What follows belongs to an exercise in optimizing a design on an open flow for small area; a production flow would make more cautious choices.
No functional check of the RTL was part of this run.
No activity file was given, so power comes from the tool's default toggle rates.

**design/flow/design.v**
```verilog
module ri_classifier (
    input  wire        rising,
    input  wire [15:0] elapsed,
    output reg  [1:0]  sym,       
    output reg         valid      
);
    localparam [15:0] HDR_LO  = 16'd250, HDR_HI  = 16'd350;
    localparam [15:0] ONE_LO  = 16'd150, ONE_HI  = 16'd250;
    localparam [15:0] ZERO_LO = 16'd50,  ZERO_HI = 16'd150;
    always @(*) begin
        sym   = 2'b00;
        valid = 1'b0;
        if (rising) begin
            if (elapsed > HDR_LO && elapsed < HDR_HI) begin
                sym   = 2'b10;
                valid = 1'b1;
            end
        end else begin
            if (elapsed > ONE_LO && elapsed < ONE_HI) begin
                sym   = 2'b01;
                valid = 1'b1;
            end else if (elapsed > ZERO_LO && elapsed < ZERO_HI) begin
                sym   = 2'b00;
                valid = 1'b1;
            end
        end
    end
endmodule
module ri_event_queue #(
    parameter N = 4
) (
    input  wire       clk,
    input  wire       rst_n,
    input  wire       put,
    input  wire [1:0] put_ev,
    input  wire       get,
    output wire [1:0] head_ev,    
    output wire       empty
);
    localparam SLOTS = N + 1;
    localparam AW    = $clog2(SLOTS);
    reg [1:0]    slot [0:SLOTS-1];
    reg [AW-1:0] head, tail;
    function [AW-1:0] inc;
        input [AW-1:0] i;
        inc = (i == SLOTS - 1) ? {AW{1'b0}} : i + 1'b1;
    endfunction
    wire [AW-1:0] tail_after_get = get ? inc(tail) : tail;
    wire          full_now       = (inc(head) == tail_after_get);
    assign empty   = (head == tail);
    assign head_ev = slot[tail];
    always @(posedge clk) begin
        if (!rst_n) begin
            head <= {AW{1'b0}};
            tail <= {AW{1'b0}};
        end else begin
            if (put) begin
                slot[head] <= put_ev;
                head       <= inc(head);
                tail       <= full_now ? inc(tail_after_get) : tail_after_get;
            end else begin
                tail <= tail_after_get;
            end
        end
    end
endmodule
module ri_hex_parse (
    input  wire [47:0] data,      
    output reg         ok,
    output reg  [15:0] value
);
    localparam [7:0] TERM = 8'h78;    
    reg        scanning;
    reg        bad;
    reg  [3:0] nib;
    reg        is_hex;
    reg  [7:0] b;
    reg  [2:0] ndig;
    integer    i;
    always @(*) begin
        scanning = 1'b1;
        bad      = 1'b0;
        value    = 16'h0000;
        ndig     = 3'd0;
        nib      = 4'h0;
        is_hex   = 1'b0;
        b        = 8'h00;
        for (i = 5; i >= 0; i = i - 1) begin
            b = data[8*i +: 8];
            if (scanning) begin
                if (b == TERM) begin
                    scanning = 1'b0;
                end else begin
                    is_hex = 1'b1;
                    nib    = 4'h0;
                    if (b >= 8'h30 && b <= 8'h39)      nib = b[3:0];
                    else if (b >= 8'h41 && b <= 8'h46) nib = b[3:0] + 4'd9;
                    else if (b >= 8'h61 && b <= 8'h66) nib = b[3:0] + 4'd9;
                    else                                is_hex = 1'b0;
                    if (!is_hex) bad = 1'b1;
                    case (ndig)
                        3'd0: value[3:0]   = nib;
                        3'd1: value[7:4]   = nib;
                        3'd2: value[11:8]  = nib;
                        3'd3: value[15:12] = nib;
                        default: ;
                    endcase
                    ndig = ndig + 3'd1;
                end
            end
        end
        ok = !bad && (ndig != 3'd0);
        if (!ok) value = 16'h0000;
    end
endmodule
module ri_encoder (
    input  wire        clk,
    input  wire        rst_n,
    input  wire        start,         
    input  wire [15:0] start_cmd,
    input  wire [15:0] count,         
    output reg         active,
    output reg         pin,
    output reg  [15:0] cmd,           
    output wire        phase_start,   
    output wire        done           
);
    localparam [15:0] TX_HDR_HIGH = 16'd300, TX_HDR_LOW  = 16'd100;
    localparam [15:0] TX_BIT_HIGH = 16'd100;
    localparam [15:0] TX_ONE_LOW  = 16'd200, TX_ZERO_LOW = 16'd100;
    localparam [15:0] TX_TRL_HIGH = 16'd100, TX_TRL_LOW  = 16'd100;
    reg  [3:0]  phase;    
    reg         half;     
    reg  [15:0] d1, d2;
    function [31:0] thresholds;
        input [3:0]  k;
        input [15:0] c;
        begin
            if (k == 4'd0)
                thresholds = {TX_HDR_HIGH, TX_HDR_HIGH + TX_HDR_LOW};
            else if (k == 4'd13)
                thresholds = {TX_TRL_HIGH, TX_TRL_HIGH + TX_TRL_LOW};
            else if (c[4'd12 - k])
                thresholds = {TX_BIT_HIGH, TX_BIT_HIGH + TX_ONE_LOW};
            else
                thresholds = {TX_BIT_HIGH, TX_BIT_HIGH + TX_ZERO_LOW};
        end
    endfunction
    wire hit       = active && (half ? (count >= d1) : (count >= d2));
    wire go_low    = hit && half;
    wire phase_end = hit && !half;
    assign phase_start = phase_end && (phase != 4'd13);
    assign done        = phase_end && (phase == 4'd13);
    wire [31:0] first_t = thresholds(4'd0, start_cmd);
    wire [31:0] next_t  = thresholds(phase + 4'd1, cmd);
    always @(posedge clk) begin
        if (!rst_n) begin
            active <= 1'b0;
            pin    <= 1'b0;
            cmd    <= 16'h0000;
            phase  <= 4'd0;
            half   <= 1'b0;
            d1     <= 16'h0000;
            d2     <= 16'h0000;
        end else if (start) begin
            cmd    <= start_cmd;
            phase  <= 4'd0;
            d1     <= first_t[31:16];
            d2     <= first_t[15:0];
            pin    <= 1'b1;
            half   <= 1'b1;
            active <= 1'b1;
        end else if (go_low) begin
            pin  <= 1'b0;
            half <= 1'b0;
        end else if (phase_start) begin
            phase <= phase + 4'd1;
            d1    <= next_t[31:16];
            d2    <= next_t[15:0];
            pin   <= 1'b1;
            half  <= 1'b1;
        end else if (done) begin
            active <= 1'b0;
        end
    end
endmodule
module ri_codec (
    input  wire        clk,
    input  wire        rst_n,
    input  wire        tick,          
    input  wire        edge_valid,    
    input  wire        edge_rising,   
    input  wire        uart_valid,    
    input  wire [7:0]  uart_data,
    output wire        ri_out,        
    output wire        input_en,      
    output wire        frame_active,  
    output reg         rx_valid,      
    output wire [11:0] rx_cmd,
    output reg         tx_valid,      
    output wire [15:0] tx_cmd
);
    localparam [1:0] EV_FRAME   = 2'b10;
    localparam [1:0] EV_UART    = 2'b11;
    localparam [2:0] HB_THRESHOLD = 3'd6;
    reg  [15:0] pt_count;      
    reg  [3:0]  dec_tick;      
    reg  [11:0] dec_buf;       
    reg  [11:0] dec_cmd;       
    reg         dec_fip;       
    reg         ctl_input_en;  
    reg  [47:0] hb_data;       
    reg  [2:0]  hb_len;
    reg         hb_armed;
    wire        tx_active, tx_pin, tx_phase_start, tx_done;
    wire [15:0] tx_cmd_r;
    wire        tx_start;
    wire [15:0] parse_value;
    wire        parse_ok;
    ri_encoder u_enc (
        .clk        (clk),
        .rst_n      (rst_n),
        .start      (tx_start),
        .start_cmd  (parse_value),
        .count      (pt_count),
        .active     (tx_active),
        .pin        (tx_pin),
        .cmd        (tx_cmd_r),
        .phase_start(tx_phase_start),
        .done       (tx_done)
    );
    wire [1:0] q_ev;
    wire       q_empty;
    wire       do_get = !tx_active && !q_empty;
    wire ev_frame = do_get && (q_ev == EV_FRAME);
    wire ev_bit   = do_get && (q_ev[1] == 1'b0);
    wire ev_uart  = do_get && (q_ev == EV_UART);
    ri_hex_parse u_parse (
        .data (hb_data),
        .ok   (parse_ok),
        .value(parse_value)
    );
    assign tx_start       = ev_uart && parse_ok;
    wire   parse_fail     = ev_uart && !parse_ok;
    wire        bit_val      = q_ev[0];
    wire        materialise  = ev_bit && (dec_tick == 4'd12);
    wire [11:0] buf_written  = (dec_tick >= 4'd1 && dec_tick <= 4'd12)
                             ? (dec_buf & ~(12'd1 << (4'd12 - dec_tick)))
                               | ({11'd0, bit_val} << (4'd12 - dec_tick))
                             : dec_buf;
    wire        input_en_mid = tx_done ? 1'b1 : (tx_start ? 1'b0 : ctl_input_en);
    wire        armed_mid    = hb_armed | tx_done | parse_fail;
    wire [2:0]  len_mid      = ev_uart ? 3'd0 : hb_len;
    wire [15:0] count_mid    = (tx_start || tx_phase_start || tx_done) ? 16'd0 : pt_count;
    wire [1:0] sym;
    wire       sym_valid;
    ri_classifier u_cls (
        .rising (edge_rising),
        .elapsed(count_mid),
        .sym    (sym),
        .valid  (sym_valid)
    );
    wire edge_taken = edge_valid && input_en_mid;
    wire edge_put   = edge_taken && sym_valid;
    wire uart_taken = uart_valid && armed_mid;
    wire uart_ready = uart_taken && (len_mid + 3'd1 == HB_THRESHOLD);
    ri_event_queue #(.N(4)) u_q (
        .clk    (clk),
        .rst_n  (rst_n),
        .put    (edge_put || uart_ready),
        .put_ev (edge_put ? sym : EV_UART),
        .get    (do_get),
        .head_ev(q_ev),
        .empty  (q_empty)
    );
    wire [15:0] count_post = edge_taken ? 16'd0 : count_mid;
    always @(posedge clk) begin
        if (!rst_n) begin
            pt_count     <= 16'd0;
            dec_tick     <= 4'd0;
            dec_buf      <= 12'd0;
            dec_cmd      <= 12'd0;
            dec_fip      <= 1'b0;
            ctl_input_en <= 1'b1;
            hb_len       <= 3'd0;
            hb_armed     <= 1'b1;
            rx_valid     <= 1'b0;
            tx_valid     <= 1'b0;
        end else begin
            pt_count     <= tick ? count_post + 16'd1 : count_post;
            ctl_input_en <= input_en_mid;
            rx_valid     <= materialise;
            tx_valid     <= tx_start;
            if (ev_frame) begin
                dec_tick <= 4'd0;
                dec_buf  <= 12'd0;
                dec_fip  <= 1'b1;
            end else if (ev_bit) begin
                dec_buf <= buf_written;
                if (materialise) begin
                    dec_tick <= 4'd0;
                    dec_cmd  <= buf_written;
                    dec_fip  <= 1'b0;
                end else begin
                    dec_tick <= dec_tick + 4'd1;
                end
            end
            if (uart_taken) begin
                hb_data[8*len_mid +: 8] <= uart_data;
                hb_len   <= len_mid + 3'd1;
                hb_armed <= !uart_ready;
            end else begin
                hb_len   <= len_mid;
                hb_armed <= armed_mid;
            end
        end
    end
    assign ri_out       = tx_pin;
    assign input_en     = ctl_input_en;
    assign frame_active = dec_fip;
    assign rx_cmd       = dec_cmd;
    assign tx_cmd       = tx_cmd_r;
endmodule
```
**design/flow/run.sh**
```bash
#!/bin/bash
# synth_recipe.tcl (not shown) runs the flow's synth.tcl, then flattens the netlist and writes it again
# the make line also repeats each setting of config.mk as NAME=value (left out here)
make -C /OpenROAD-flow-scripts/flow DESIGN_CONFIG=/design/flow/config.mk WORK_HOME=/design/flow/orfs CLKGATE_MAP_FILE= SYNTH_SCRIPT=/design/flow/synth_recipe.tcl finish
```
**design/flow/config.mk**
```make
export PLATFORM = sky130hd
export DESIGN_NAME = ri_codec
export DESIGN_NICKNAME = ri_codec
export VERILOG_FILES = /design/flow/design.v
export SDC_FILE = /design/flow/constraint.sdc
export NUM_CORES = 4
export LEC_CHECK = 0
export CAP_MARGIN = 20
export CORE_MARGIN = 2
export CORE_UTILIZATION = 40
export SLEW_MARGIN = 20
```
**design/flow/constraint.sdc**
```tcl
create_clock -name core_clock -period 10.0 [get_ports {clk}]
set_input_delay 2.0000 -clock core_clock [delete_from_list [all_inputs] [get_ports {clk}]]
set_output_delay 2.0000 -clock core_clock [all_outputs]
set_load 0.01 [all_outputs]
```
==> run notes <==
==> critical path, delay by kind of cell, from the launching register on <==
kind,cells,cell delay [ns]
AO/OA/AOI/OAI,5,0.76
XOR/XNOR,1,0.14
adder cells (fa/ha/maj),6,1.50
flip-flops,1,0.50
AND/OR/NAND/NOR,13,2.86
buffers and inverters,2,0.25
==> state kept, by name, indices dropped and copies added, names as in the netlist, 3 cells and up <==
| signal | cells |
|---|---|
| u_enc.cmd | 16 |
| u_enc.phase | 4 |
| hb_data | 48 |
| dec_buf | 12 |
| hb_len | 3 |
| u_q.head | 3 |
| dec_tick | 4 |
| pt_count | 16 |
| u_q.tail | 3 |
| u_q.slot | 10 |
| u_enc.d2 | 6 |
| dec_cmd | 12 |
==> power by group through the flow <==
stage	combinational, W	clock (W)	sequential, W
floorplan	0.000175	0	0.000675
global placement	0.000225	0	0.000688
detailed placement	0.000226	0	0.000689
CTS	0.000227	0.000662	0.000676
global route	0.000258	0.000683	0.000681
finish	0.000227	0.000649	0.000676
==> how the worst min path moves through the flow <==
stage,to,cells past startpoint,slack (ns)
floorplan,u_enc.d2[5]$_SDFFE_PP0P_,2,0.45
global placement,u_enc.cmd[11]$_SDFFE_PN0P_,2,0.47
detailed placement,u_enc.cmd[11]$_SDFFE_PN0P_,2,0.47
CTS,u_enc.cmd[11]$_SDFFE_PN0P_,2,0.48
global route,u_enc.cmd[11]$_SDFFE_PN0P_,2,0.51
finish,u_enc.cmd[11]$_SDFFE_PN0P_,2,0.48
==> layout make-up <==
type                            count  area, um^2  area share [%]
Clock buffer                       17         425            3.96
Clock inverter                     15         184            1.71
Inverter                           55         206            1.92
Multi-Input combinational cell    796        5550            51.7
Sequential cell                   145        3480            32.5
Tap cell                          319         399            3.72
Timing Repair Buffer               49         483            4.50
==> cells in the final DEF, fill, tap and decap left out, types with 10 or more instances in the layout <==
cell type	n
sky130_fd_sc_hd__nor3_1	17
sky130_fd_sc_hd__nand2_1	120
sky130_fd_sc_hd__o21ai_1	10
sky130_fd_sc_hd__nand2b_1	18
sky130_fd_sc_hd__a22o_1	17
sky130_fd_sc_hd__clkdlybuf4s50_1	46
sky130_fd_sc_hd__nand4_1	12
sky130_fd_sc_hd__mux2i_1	16
sky130_fd_sc_hd__a22oi_1	14
sky130_fd_sc_hd__nand3_1	33
sky130_fd_sc_hd__a21oi_1	48
sky130_fd_sc_hd__dfxtp_1	87
sky130_fd_sc_hd__a211oi_1	33
sky130_fd_sc_hd__clkbuf_16	17
sky130_fd_sc_hd__and3_1	10
sky130_fd_sc_hd__nor2b_1	15
sky130_fd_sc_hd__xor2_1	19
sky130_fd_sc_hd__ha_1	70
sky130_fd_sc_hd__nor2_1	91
sky130_fd_sc_hd__edfxtp_1	58
sky130_fd_sc_hd__inv_1	54
sky130_fd_sc_hd__xnor2_1	15
sky130_fd_sc_hd__o21ai_0	47
==> per-stage QoR <==
step,power [W],std cells
2_1_floorplan,0.000850,1040
3_3_place_gp,0.000913,1364
3_5_place_dp,0.000915,1364
4_1_cts,0.00157,1396
5_1_grt,0.00162,1396
6_report,0.00155,1396
==> logic make-up after synthesis <==
group / count (synthesis)
simple gates: 398
mux: 26
xor+xnor: 34
buf+inv: 99
compound gates: 267
fa+ha+maj: 70
other cells: 1
flops: 145
==> routing by layer <==
layer | vias up | GRT usage, %
li1 | 3893 | -
met1 | 3639 | 27.6
met2 | 204 | 29.9
met3 | 28 | 3.78
met4 | 0 | 6.36
met5 | - | 0
==> summary.log <==
qor: timing.setup_violations 0
qor: worst_setup_path.ff2ff_path_depth 27
qor: pwr.pwr-share-seq 43.6%
qor: floorplan.core-area 23300 um^2
qor: timing.hold_violations 0
qor: hold_path.hold_path.class reg2reg
qor: route.route.met3.wl 1230 um
qor: worst_setup_path.critical_path.endpoint_type flop
qor: layout.layout-area-overhead-vs-synth 13.5%
qor: global_route.grt_pass1_vias 7288
qor: pwr.internal_power 0.00107 W
qor: route.viasPerCell 5.56
qor: pwr.power.share.clock 41.8%
qor: yosys.postSynth.asyncResetShare 0%
qor: cts.total_cts_buffers 17
qor: worst_setup_path.startpoint_type flop
qor: yosys.synthSimpleGateAreaFrac 22.2%
qor: timing.worst_setup_slack_final 3.86 ns
qor: global_route.grt_start_max_net_pins 49
qor: placement.placedInstanceArea 10100 um^2
qor: worst_setup_path.setup.reg_to_reg.worst_slack 3.86 ns
qor: layout.final_core_util 46.0%
qor: yosys.yosys.area_share.xor_xnor 3.15%
qor: yosys.synth_seq_area_share 36.8%
qor: pwr.power_density 145 nW/um^2
qor: floorplan.dieArea 24900 um^2
qor: yosys.post_synthesis_cell_type_with_the_largest_combined_area sky130_fd_sc_hd__dfxtp_1
qor: floorplan.rows 56
qor: route.1st_iter_drt_viols 685
qor: floorplan.die_h 158 um
qor: floorplan.die_x 158 um
qor: pwr.gate_power_share 14.6%
qor: yosys.yosysUniqueCellTypes 98
qor: cts.cts_repair_resize_count 0
qor: global_route.initial_antenna_violation_count 0
qor: yosys.synth.most_common_cell sky130_fd_sc_hd__nand2_1
qor: layout.layout-drive-gt1-share 7.99%
qor: timing.min_period_over_period 61.4%
qor: yosys.synth-adder-area-share 9.26%
qor: pwr.switching_share_of_power 31.2%
qor: timing.period_needed 6.14 ns
qor: global_route.global_route_wire_length_before_repair 38200 um
qor: yosys.syn_area 9460 um^2
qor: layout.num-nets-final 1148
qor: yosys.synth_seq_cells 145
qor: timing.setup_repair_after_global_routing_missed_its_margin no
qor: global_route.grt_overflow 0
qor: placement.io_buffers 46
qor: timing.max_slew.worst_pin.slew 0.822 ns
qor: pwr.p_leak 3.98 nW
qor: timing.slew_headroom 44.9%
qor: pwr.switching_power 0.000485 W
qor: yosys.compound_gate_fraction_of_synth_area 20.2%
qor: worst_setup_path.worst_ep_arrival_time 6.45 ns
qor: timing.totalNegativeSetupSlack 0 ns
qor: route.antenna_left 0
qor: cts.clk_pin_slew 0.07 ns
qor: route.route.layer.met1.wl 11600 um
qor: cts.root_buffer sky130_fd_sc_hd__clkbuf_16
qor: cts.cts_htree_levels 4
qor: route.drt_pass1_iterations 5
qor: global_route.grt_usage 19.5%
qor: worst_setup_path.critical_path.max_stage_delay 0.55 ns
qor: layout.final_design_area_no_fill 10700 um^2
qor: floorplan.boundaryPins 47
qor: timing.clock-skew-final 0.0153 ns
qor: timing.max_freq 163 MHz
qor: yosys.ys_warn_count 5
qor: route.highest_routing_layer_actually_used met4
qor: worst_setup_path.worstReg2RegStart hb_data[32]$_DFFE_PP_
qor: worst_setup_path.timing.rr.end pt_count[14]$_SDFF_PN0_
qor: yosys.synthesis.area_per_instance 9.09 um^2
qor: worst_setup_path.crit_path_end pt_count[14]$_SDFF_PN0_
qor: yosys.main_combinational_cell_family_by_area_after_synthesis simple AND/OR/NAND/NOR gates
qor: cts.max-clock-path-buffers 2
qor: yosys.muxShareOfSynthArea 3.84%
qor: status.outcome timing/DRC/antenna clean
qor: route.wl 23500 um
qor: cts.clock_latency 0.44 ns
qor: timing.final-max-slew-violation-count 0
qor: pwr.worst_supply_voltage_drop_on_vdd 0.0724 mV
qor: run.drv.max_cap_violation_count 0
qor: cts.cts-hold-fix-buffers 0
qor: placement.finalWeightedCongestion 0.859
qor: worst_setup_path.timing.critical_path.from hb_data[32]$_DFFE_PP_
qor: route.dr_wl_met2 10300 um
qor: worst_setup_path.cp_common_cell sky130_fd_sc_hd__ha_1
qor: yosys.synth_top_cells_by_count 120 x sky130_fd_sc_hd__nand2_1, 91 x sky130_fd_sc_hd__nor2_1, 87 x sky130_fd_sc_hd__dfxtp_1, 70 x sky130_fd_sc_hd__ha_1, 58 x sky130_fd_sc_hd__edfxtp_1
qor: yosys.synth.top_cells.by_area sky130_fd_sc_hd__dfxtp_1 18%, sky130_fd_sc_hd__edfxtp_1 18%, sky130_fd_sc_hd__ha_1 9.3%
qor: cts.clock_sinks 145
qor: floorplan.initial_utilization 40.5%
qor: route.routed-via-count 7764
qor: yosys.synth_edf_count 58
qor: route.avgRoutedWirePerCell 16.9 um
qor: layout.fillers 2254
qor: placement.preCtsSetupSlack 3.89 ns
qor: route.detail_route.drc_violations 0
qor: worst_setup_path.critical_path_class reg2reg
qor: cts.tritoncts built
qor: timing.final_hold_slack 0.481 ns
qor: yosys.netlist.area_leader.share 18.4%
qor: worst_setup_path.worst_path_max_delay_cell sky130_fd_sc_hd__or4b_1
qor: yosys.syn_nets 1124
qor: hold_path.startpoint_of_the_worst_hold_path u_enc.cmd[11]$_SDFFE_PN0P_
qor: cts.post-cts-setup-buffer-count 0
qor: placement.hpwlAfterDp 17200 um
qor: worst_setup_path.crit_path_max_fanout 19
qor: layout.num_antenna_cells 0
qor: yosys.postSynthCellCount 1040
qor: yosys.ys_flop_type sky130_fd_sc_hd__dfxtp_1
qor: worst_setup_path.critical_path_required 10.31 ns

## port drivers added, routing unchanged
Ports are ideal in the flow. The routed layout listed here was re-timed in OpenROAD.
Step 1 (the two cells are an assumption about what drives the block):
set clk [get_ports {clk}]
set_driving_cell -lib_cell sky130_fd_sc_hd__clkbuf_16 $clk
set_driving_cell -lib_cell sky130_fd_sc_hd__buf_2 [delete_from_list [all_inputs] $clk]
Step 2, shift: input delay + t, output delay - t, t = (earliest + latest rising clock arrival at the registers) / 2. This alone moves slack from input paths to output paths.
Three values: no drivers, after step 1, after step 2; two values: the first two.
shift t [ns]: 0.479
slack for setup (ns): 3.860 / 3.860 / 3.860
latest minus earliest clock arrival (ns): 0.016 / 0.016
worst register clock-pin slew, ns: 0.08 / 0.08
After both steps setup and hold are still met in this run. For this run, drivers alone change the setup slack by 0.000 ns; drivers and shift together by 0.000 ns.
